This design comes from an exercise in tuning for small area, a short achievable clock period and few clock cycles on the open sky130 flow, not from production work.
Only simulation tests tie the RTL to the original design; equivalence was not proved.
No activity file was given, so power comes from the tool's default toggle rates.

File: design.v
module tlvcrc16 (
    input  wire        clk,
    input  wire        rst,
    input  wire        bus_req,
    input  wire        bus_we,
    input  wire [12:0] bus_addr,
    input  wire [1:0]  bus_size,
    input  wire [31:0] bus_wdata,
    output reg         bus_ack,
    output reg         bus_err,
    output reg  [31:0] bus_rdata
);
    localparam OUT_CAP  = 256;
    localparam MAX_VAL  = 99;
    localparam E_VALUE_TOO_LONG = 4'd1;
    localparam E_ILLEGAL        = 4'd2;
    localparam E_SEQUENCE       = 4'd3;
    localparam E_INVALID_TAG    = 4'd4;
    localparam E_OVERFLOW       = 4'd5;
    localparam OP_NOP       = 4'h0;
    localparam OP_CLEAR     = 4'h1;
    localparam OP_CRC_INIT  = 4'h2;
    localparam OP_CRC_BYTE  = 4'h3;
    localparam OP_CRC_EMIT  = 4'h4;
    localparam OP_FLD_OPEN  = 4'h5;
    localparam OP_FLD_BYTE  = 4'h6;
    localparam OP_FLD_CLOSE = 4'h7;
    localparam OP_CMP_OPEN  = 4'h8;
    localparam OP_CMP_CLOSE = 4'h9;
    localparam OP_OUT_BYTE  = 4'hA;
    localparam SRC_FIELD = 2'd0;    
    localparam SRC_COMP  = 2'd1;    
    localparam SRC_HEX   = 2'd2;    
    reg [15:0] crc;
    reg        fopen;
    reg [15:0] ftag;
    reg [6:0]  flen;
    reg        copen;
    reg [15:0] ctag;
    reg [6:0]  clen;
    reg [8:0]  olen;
    reg        fault;
    reg [3:0]  errcode;
    reg [31:0] errcmd;
    reg [7:0]  vbuf [0:MAX_VAL-1];
    reg [7:0]  cbuf [0:MAX_VAL-1];
    reg [7:0]  obuf [0:OUT_CAP-1];
    reg        busy;
    reg [1:0]  src;
    reg        to_cbuf;       
    reg [6:0]  idx;           
    reg [6:0]  last;          
    function [15:0] crc_step;
        input [15:0] c;
        input [7:0]  b;
        integer i;
        reg [15:0] r;
        begin
            r = c ^ {b, 8'h00};
            for (i = 0; i < 8; i = i + 1)
                r = r[15] ? ((r << 1) ^ 16'h1021) : (r << 1);
            crc_step = r;
        end
    endfunction
    function [7:0] hex_char;
        input [3:0] n;
        begin
            hex_char = (n <= 4'd9) ? (8'h30 + {4'h0, n}) : (8'h41 + {4'h0, n} - 8'd10);
        end
    endfunction
    function is_digit;
        input [7:0] c;
        begin
            is_digit = (c >= 8'h30) && (c <= 8'h39);
        end
    endfunction
    wire        word_ok  = (bus_size == 2'd2) && (bus_addr[1:0] == 2'b00);
    wire        is_cmd   = word_ok && bus_we && (bus_addr == 13'h0000);
    wire [7:0]  obuf_idx = bus_addr[9:2];
    wire        in_obuf  = bus_addr[12] && (bus_addr[11:10] == 2'b00);
    wire        in_regs  = !bus_addr[12] && (bus_addr[11:2] >= 10'd1) && (bus_addr[11:2] <= 10'd8);
    wire [31:0] w      = bus_wdata;
    wire [3:0]  op     = w[31:28];
    wire [7:0]  opb    = w[7:0];
    wire [15:0] opt    = w[15:0];
    reg legal;
    always @(*) begin
        case (op)
            OP_NOP, OP_CLEAR, OP_CRC_INIT, OP_CRC_EMIT, OP_FLD_CLOSE, OP_CMP_CLOSE:
                legal = (w[27:0] == 28'd0);
            OP_CRC_BYTE, OP_FLD_BYTE, OP_OUT_BYTE:
                legal = (w[27:8] == 20'd0);
            OP_FLD_OPEN, OP_CMP_OPEN:
                legal = (w[27:16] == 12'd0);
            default:
                legal = 1'b0;
        endcase
    end
    wire tag_ok = is_digit(opt[15:8]) && is_digit(opt[7:0]);
    reg [3:0] chk;
    always @(*) begin
        chk = 4'd0;
        case (op)
            OP_CRC_EMIT:
                if (fopen || copen)                chk = E_SEQUENCE;
                else if (olen + 9'd4 > OUT_CAP)    chk = E_OVERFLOW;
            OP_FLD_OPEN:
                if (fopen)                         chk = E_SEQUENCE;
                else if (!tag_ok)                  chk = E_INVALID_TAG;
            OP_FLD_BYTE:
                if (!fopen)                        chk = E_SEQUENCE;
                else if (flen == MAX_VAL)          chk = E_VALUE_TOO_LONG;
            OP_FLD_CLOSE:
                if (!fopen)                        chk = E_SEQUENCE;
                else if (copen) begin
                    if ({1'b0, clen} + {1'b0, flen} + 8'd4 > MAX_VAL)             chk = E_VALUE_TOO_LONG;
                end else begin
                    if ({2'b00, olen} + {4'b0000, flen} + 11'd4 > OUT_CAP)   chk = E_OVERFLOW;
                end
            OP_CMP_OPEN:
                if (copen || fopen)                chk = E_SEQUENCE;
                else if (!tag_ok)                  chk = E_INVALID_TAG;
            OP_CMP_CLOSE:
                if (!copen || fopen)               chk = E_SEQUENCE;
                else if ({2'b00, olen} + {4'b0000, clen} + 11'd4 > OUT_CAP)  chk = E_OVERFLOW;
            OP_OUT_BYTE:
                if (fopen || copen)                chk = E_SEQUENCE;
                else if (olen == OUT_CAP)          chk = E_OVERFLOW;
            default:
                chk = 4'd0;
        endcase
    end
    wire [15:0] etag = (src == SRC_COMP) ? ctag : ftag;
    wire [6:0]  elen = (src == SRC_COMP) ? clen : flen;
    wire [6:0]  didx = idx - 7'd4;
    reg [7:0] ebyte;
    always @(*) begin
        if (src == SRC_HEX) begin
            case (idx[1:0])
                2'd0: ebyte = hex_char(crc[15:12]);
                2'd1: ebyte = hex_char(crc[11:8]);
                2'd2: ebyte = hex_char(crc[7:4]);
                default: ebyte = hex_char(crc[3:0]);
            endcase
        end else begin
            case (idx)
                7'd0: ebyte = etag[15:8];
                7'd1: ebyte = etag[7:0];
                7'd2: ebyte = 8'h30 + {1'b0, elen / 7'd10};
                7'd3: ebyte = 8'h30 + {1'b0, elen % 7'd10};
                default: ebyte = (src == SRC_COMP) ? cbuf[didx] : vbuf[didx];
            endcase
        end
    end
    wire elast = (idx == last);
    always @(*) begin
        bus_ack   = 1'b0;
        bus_err   = 1'b0;
        bus_rdata = 32'd0;
        if (busy) begin
            bus_ack = elast;
        end else if (bus_req) begin
            if (bus_we) begin
                bus_ack = !(is_cmd && !fault && legal && (chk == 4'd0) &&
                            (op == OP_CRC_EMIT || op == OP_FLD_CLOSE || op == OP_CMP_CLOSE));
                bus_err = !is_cmd;
            end else begin
                bus_ack = 1'b1;
                bus_err = !(word_ok && (in_regs || in_obuf));
                if (word_ok && in_obuf) begin
                    if ({1'b0, obuf_idx} < olen)
                        bus_rdata = {24'd0, obuf[obuf_idx]};
                end else if (word_ok && in_regs) begin
                    case (bus_addr[5:2])
                        4'd1: bus_rdata = {24'd0, errcode, 1'b0, fault, copen, fopen};
                        4'd2: bus_rdata = {16'd0, crc};
                        4'd3: bus_rdata = {23'd0, olen};
                        4'd4: bus_rdata = {25'd0, flen};
                        4'd5: bus_rdata = {25'd0, clen};
                        4'd6: bus_rdata = {16'd0, ftag};
                        4'd7: bus_rdata = {16'd0, ctag};
                        default: bus_rdata = errcmd;
                    endcase
                end
            end
        end
    end
    always @(posedge clk) begin
        if (rst) begin
            crc     <= 16'hFFFF;
            fopen   <= 1'b0;
            ftag    <= 16'h0000;
            flen    <= 7'd0;
            copen   <= 1'b0;
            ctag    <= 16'h0000;
            clen    <= 7'd0;
            olen    <= 9'd0;
            fault   <= 1'b0;
            errcode <= 4'd0;
            errcmd  <= 32'd0;
            busy    <= 1'b0;
            src     <= SRC_FIELD;
            to_cbuf <= 1'b0;
            idx     <= 7'd0;
            last    <= 7'd0;
        end else if (busy) begin
            if (to_cbuf) begin
                cbuf[clen] <= ebyte;
                clen <= clen + 7'd1;
            end else begin
                obuf[olen[7:0]] <= ebyte;
                olen <= olen + 9'd1;
                if (src != SRC_HEX)
                    crc <= crc_step(crc, ebyte);
            end
            idx <= idx + 7'd1;
            if (elast) begin
                busy <= 1'b0;
                if (src == SRC_FIELD) begin
                    fopen <= 1'b0;
                    flen  <= 7'd0;
                end
                if (src == SRC_COMP) begin
                    copen <= 1'b0;
                    clen  <= 7'd0;
                end
            end
        end else if (bus_req && is_cmd) begin
            if (fault) begin
                if (w == 32'h10000000) begin
                    crc     <= 16'hFFFF;
                    fopen   <= 1'b0;
                    ftag    <= 16'h0000;
                    flen    <= 7'd0;
                    copen   <= 1'b0;
                    ctag    <= 16'h0000;
                    clen    <= 7'd0;
                    olen    <= 9'd0;
                    fault   <= 1'b0;
                    errcode <= 4'd0;
                    errcmd  <= 32'd0;
                end
            end else if (!legal) begin
                fault   <= 1'b1;
                errcode <= E_ILLEGAL;
                errcmd  <= w;
            end else if (chk != 4'd0) begin
                fault   <= 1'b1;
                errcode <= chk;
                errcmd  <= w;
            end else begin
                case (op)
                    OP_CLEAR: begin
                        crc   <= 16'hFFFF;
                        fopen <= 1'b0;
                        ftag  <= 16'h0000;
                        flen  <= 7'd0;
                        copen <= 1'b0;
                        ctag  <= 16'h0000;
                        clen  <= 7'd0;
                        olen  <= 9'd0;
                    end
                    OP_CRC_INIT:
                        crc <= 16'hFFFF;
                    OP_CRC_BYTE:
                        crc <= crc_step(crc, opb);
                    OP_CRC_EMIT: begin
                        busy    <= 1'b1;
                        src     <= SRC_HEX;
                        to_cbuf <= 1'b0;
                        idx     <= 7'd0;
                        last    <= 7'd3;
                    end
                    OP_FLD_OPEN: begin
                        fopen <= 1'b1;
                        ftag  <= opt;
                        flen  <= 7'd0;
                    end
                    OP_FLD_BYTE: begin
                        vbuf[flen] <= opb;
                        flen <= flen + 7'd1;
                    end
                    OP_FLD_CLOSE: begin
                        busy    <= 1'b1;
                        src     <= SRC_FIELD;
                        to_cbuf <= copen;
                        idx     <= 7'd0;
                        last    <= flen + 7'd3;
                    end
                    OP_CMP_OPEN: begin
                        copen <= 1'b1;
                        ctag  <= opt;
                        clen  <= 7'd0;
                    end
                    OP_CMP_CLOSE: begin
                        busy    <= 1'b1;
                        src     <= SRC_COMP;
                        to_cbuf <= 1'b0;
                        idx     <= 7'd0;
                        last    <= clen + 7'd3;
                    end
                    OP_OUT_BYTE: begin
                        obuf[olen[7:0]] <= opb;
                        olen <= olen + 9'd1;
                        crc  <= crc_step(crc, opb);
                    end
                    default: ;
                endcase
            end
        end
    end
endmodule
File: config.mk
export PLATFORM = sky130hd
export DESIGN_NAME = tlvcrc16
export DESIGN_NICKNAME = tlvcrc16
export VERILOG_FILES = /design/flow/design.v
export SDC_FILE = /design/flow/constraint.sdc
export NUM_CORES = 4
export LEC_CHECK = 0
export CAP_MARGIN = 20
export CORE_MARGIN = 2
export CORE_UTILIZATION = 40
export SLEW_MARGIN = 20
File: constraint.sdc
create_clock -name core_clock -period 10.0 [get_ports {clk}]
set_input_delay 2.0000 -clock core_clock [delete_from_list [all_inputs] [get_ports {clk}]]
set_output_delay 2.0000 -clock core_clock [all_outputs]
set_load 0.01 [all_outputs]
File: run.sh
#!/bin/bash
# synth_recipe.tcl (not shown) runs the flow's synth.tcl, then flattens the netlist and writes it again
# the make line also repeats each setting of config.mk as NAME=value (left out here)
make -C /OpenROAD-flow-scripts/flow DESIGN_CONFIG=/design/flow/config.mk WORK_HOME=/design/flow/orfs CLKGATE_MAP_FILE= SYNTH_SCRIPT=/design/flow/synth_recipe.tcl finish
==> notes.md <==
area by class of cell:
| class | instances | area [um^2] | area share |
|---|---|---|---|
| clock buffers | 484 | 10200 | 0.0595 |
| multi-input cells | 3339 | 37700 | 0.221 |
| diodes | 13 | 32.5 | 0.000190 |
| inverters | 61 | 231 | 0.00135 |
| clock inverters | 218 | 2070 | 0.0121 |
| well taps | 5016 | 6280 | 0.0367 |
| repair buffers | 291 | 2790 | 0.0163 |
| flip-flops and latches | 3759 | 112000 | 0.653 |
path summary, 6_finish.rpt:
| path | start | endpoint | slack (ns) | cells after the start |
|---|---|---|---|---|
| min | ftag[9]$_SDFFE_PP0P_ | ftag[9]$_SDFFE_PP0P_ | 0.48 | 2 |
| max reg2reg | clen[2]$_SDFFE_PP0P_ | obuf[209][0]$_DFFE_PP_ | 2.30 | 17 |
| min reg2reg | ftag[9]$_SDFFE_PP0P_ | ftag[9]$_SDFFE_PP0P_ | 0.48 | 2 |
| max | bus_wdata[28] | bus_ack | 1.36 | 11 |
state kept, by name (all words and copies together), names as in the netlist, 2 cells and up:
signal / count
cbuf: 792
obuf: 2048
vbuf: 792
flen: 7
src: 2
olen: 9
ftag: 16
errcode: 3
crc: 16
last: 7
clen: 7
ctag: 16
errcmd: 32
idx: 7
cells in the mapped netlist (17+ instances only):
cell      count
xor2_1       17
nand2_1     243
buf_1        66
mux4_2     1007
nor4_1       17
a22oi_1      78
o21ai_0      95
and3_1       49
nor3_1       64
mux2i_1     194
nand2b_1     26
nor2b_1      40
a221oi_1     28
clkbuf_1    284
xnor2_1      46
nor2_1      638
edfxtp_1   3632
inv_1        59
a31oi_1      20
buf_6        33
o221ai_1     55
o22ai_1      42
buf_2        60
a211oi_1     30
a21oi_1     155
dfxtp_1     127
nand3_1      79
ha_1         71
nand4_1      17
o21a_1       22
per-stage QoR:
stage	utilization	setup WS [ns]	TNS [ns]	total power [mW]
global placement	0.419	1.36	0	18.2
detailed placement	0.419	1.45	0	18.2
global route	0.452	1.29	0	32.7
finish	0.452	1.36	0	31.9
CTS	0.452	1.44	0	32.1
floorplan	-	-3.03	-1550.14	17.9
routing by layer:
metal / part of all wire / track usage / routed length [um] / vias up
met5: 0.000027 / 0 / 11 / -
met3: 0.075 / 0.0325 / 30700 / 744
met4: 0.041 / 0.0790 / 16500 / 2
met1: 0.40 / 0.288 / 164000 / 41500
li1: - / - / - / 32000
met2: 0.48 / 0.336 / 195000 / 3497
power breakdown:
group	total (mW)	internal, mW	switching, mW
Combinational	0.810	0.351	0.459
Clock	14.0	8.00	6.05
Sequential	17.0	17.0	0.000000734
Total	31.9	25.4	6.51
worst reg2reg max path, cell delays in order (launching register included):
cell and delay [ns]:
dfxtp_1 0.71, inv_1 0.44, ha_1 0.42, inv_1 0.07
fa_1 0.48, a211oi_1 0.30, o21bai_1 0.18, mux2i_1 0.14
or4_1 0.60, a31o_1 0.26, a22oi_2 0.23, o211ai_1 0.17
or2_0 0.39, nor4_4 0.58, o21a_1 0.36, nand2_2 0.61
buf_4 0.47, nor2_1 0.85
cells by family (layout without fill, tap and decap cells):
logic type,count (synthesis),in the layout,synth area share
and+or+nand+nor,1254,1254,0.0367
DFF,3759,3759,0.736
adders and majority gates,76,76,0.00640
other,0,13,0
buffers and inverters,529,1054,0.0168
muxes,1233,1233,0.166
xor gates and xnor gates,70,70,0.00450
AOI/OAI and AO/OA,706,706,0.0329
==> impl_metrics.tcl <==
set metrics [dict create \
    grt_max_degree 257 \
    final_cells 13200 \
    drv_slew 0 \
    yosysSeqAreaShare 0.736 \
    finalCritPeriodShare 0.864 \
    clk_latency_ns 0.98 \
    cp_num_buf_inv 2 \
    area_growth_pct 12.8 \
    yosys.area.top_type_share 0.720 \
    ys.flop_type "edfxtp_1" \
    antenna_found_initial 28 \
    synth_cell_types 113 \
    pin_count 85 \
    drc_errors 0 \
    postLayoutCellArea_um2 171000 \
    num_rows 226 \
    critPathMaxFanout 18 \
    crit_path_max_incr_delay_ns 1.10 \
    start_kind "input port" \
    endpoint_kind "output port" \
    fin_crit_ns 8.64 \
    async_flop_share 0 \
    cts_root_buf "clkbuf_16" \
    dp.cells 12500 \
    fill_cells 31600 \
    cp_common_cell "clkdlybuf4s50_1" \
    gp_congestion 0.927 \
    wl_per_cell_um 30.8 \
    drt_iter0_markers 9694 \
    synth_cells 7627 \
    ant_nets 0 \
    syn_nets 7752 \
    cts_tree "done" \
    arrival_ns 6.64 \
    whs_ns 0.477 \
    max_clock_freq_mhz 116 \
    crit_family "buffers and inverters" \
    min_path_type "reg2reg" \
    die_y_um 620 \
    cp_slowest_cell "clkdlybuf4s50_1" \
    rsz0062_at_grt "no" \
    crit_path_cell_trace "clkdlybuf4s50_1 > nand2b_1 > or2_2 > a31oi_1 > nand3_1 > and3_1 > o211ai_1 > or2_0 > nor2_1 > o21ai_1 > clkdlybuf4s50_1" \
    grt_pass1_vias 77700 \
    power.density_nw_per_um2 187 \
    relSlewSlack 0.184 \
    clock-sinks 3759 \
    initial_core_util 0.401 \
    die_w_um 620 \
    cts_max_path_buffers 4 \
    ys_seq_elements 3759 \
    wl_um 406000 \
    mostFrequentLayoutCell "edfxtp_1" \
    postCtsSetupRepairBufs 0 \
    grt_pass1_wl_um 580000 \
    synth_top_area_cell "edfxtp_1" \
    yosys_warnings 1 \
    htree_levels 5 \
    status "no timing/DRC/antenna violations" \
    ctsResizeCount 0 \
    syn-cell-area_um2 152000 \
    portBuffers 84 \
    cap_viol_max_count 0 \
    worst_clock_skew_ns 0.0846 \
    layout.nets 7960 \
    peakVddDrop_mv 0.146 \
    syn_avg_cell_area_um2 19.9 \
    synth_area_leaders "edfxtp_1 72%, mux4_2 15%, dfxtp_1 1.7%" \
    die-area_um2 384000 \
    first_pass_iters 8 \
    vias 77800 \
    viasPerCell 5.90 \
    clkSlewWorstSetupHoldPaths_ns 0.06 \
    drive_gt1_frac 0.231 \
    grtUsageTotal 0.209 \
    hold_viol 0 \
    postCtsHoldBufs 0 \
    fp.coreArea_um2 378000 \
    path_class "in2out" \
    required_ns 8.00 \
    numCtsBuffers 383 \
    synth_edf_count 3632 \
    leakage_nw 52.6 \
    setup_viol_count_final 0 \
    tightestPinTransition_ns 1.22 \
    most-common-layout-cells "3632 x edfxtp_1, 1007 x mux4_2, 627 x nor2_1, 390 x clkbuf_16, 231 x nand2_1" \
    grt.overflow.total 0 \
    place_area_um2 159000 \
    dpl.hpwl_um 247000 \
]
Testbench counts, summed over its fixed seeds: cycles 23,813.

==> re-timing with driven ports <==
No port has a modelled driver above. Below, the same layout with a new extraction and two added sets of constraints.
Step 1: set_driving_cell puts a clkbuf_16 on clk and a buf_2 on each other input, an assumption about the parent block.
Step 2 moves the port delays by t, midway between the first and last clock arrival at a register: inputs arrive t later, outputs are due t later. That takes back most of the time a late clock gives input paths.
Slacks: ideal ports / drivers / drivers and shift; pairs: ideal ports / drivers.
t (ns): 1.030
slack for setup (ns): 1.359 / 1.235 / 1.235
worst slew at a driven data input, ns: 0.21
After both steps this run still meets setup and hold. The setup slack of this run moves by -0.124 ns with the drivers and by -0.124 ns with both steps.
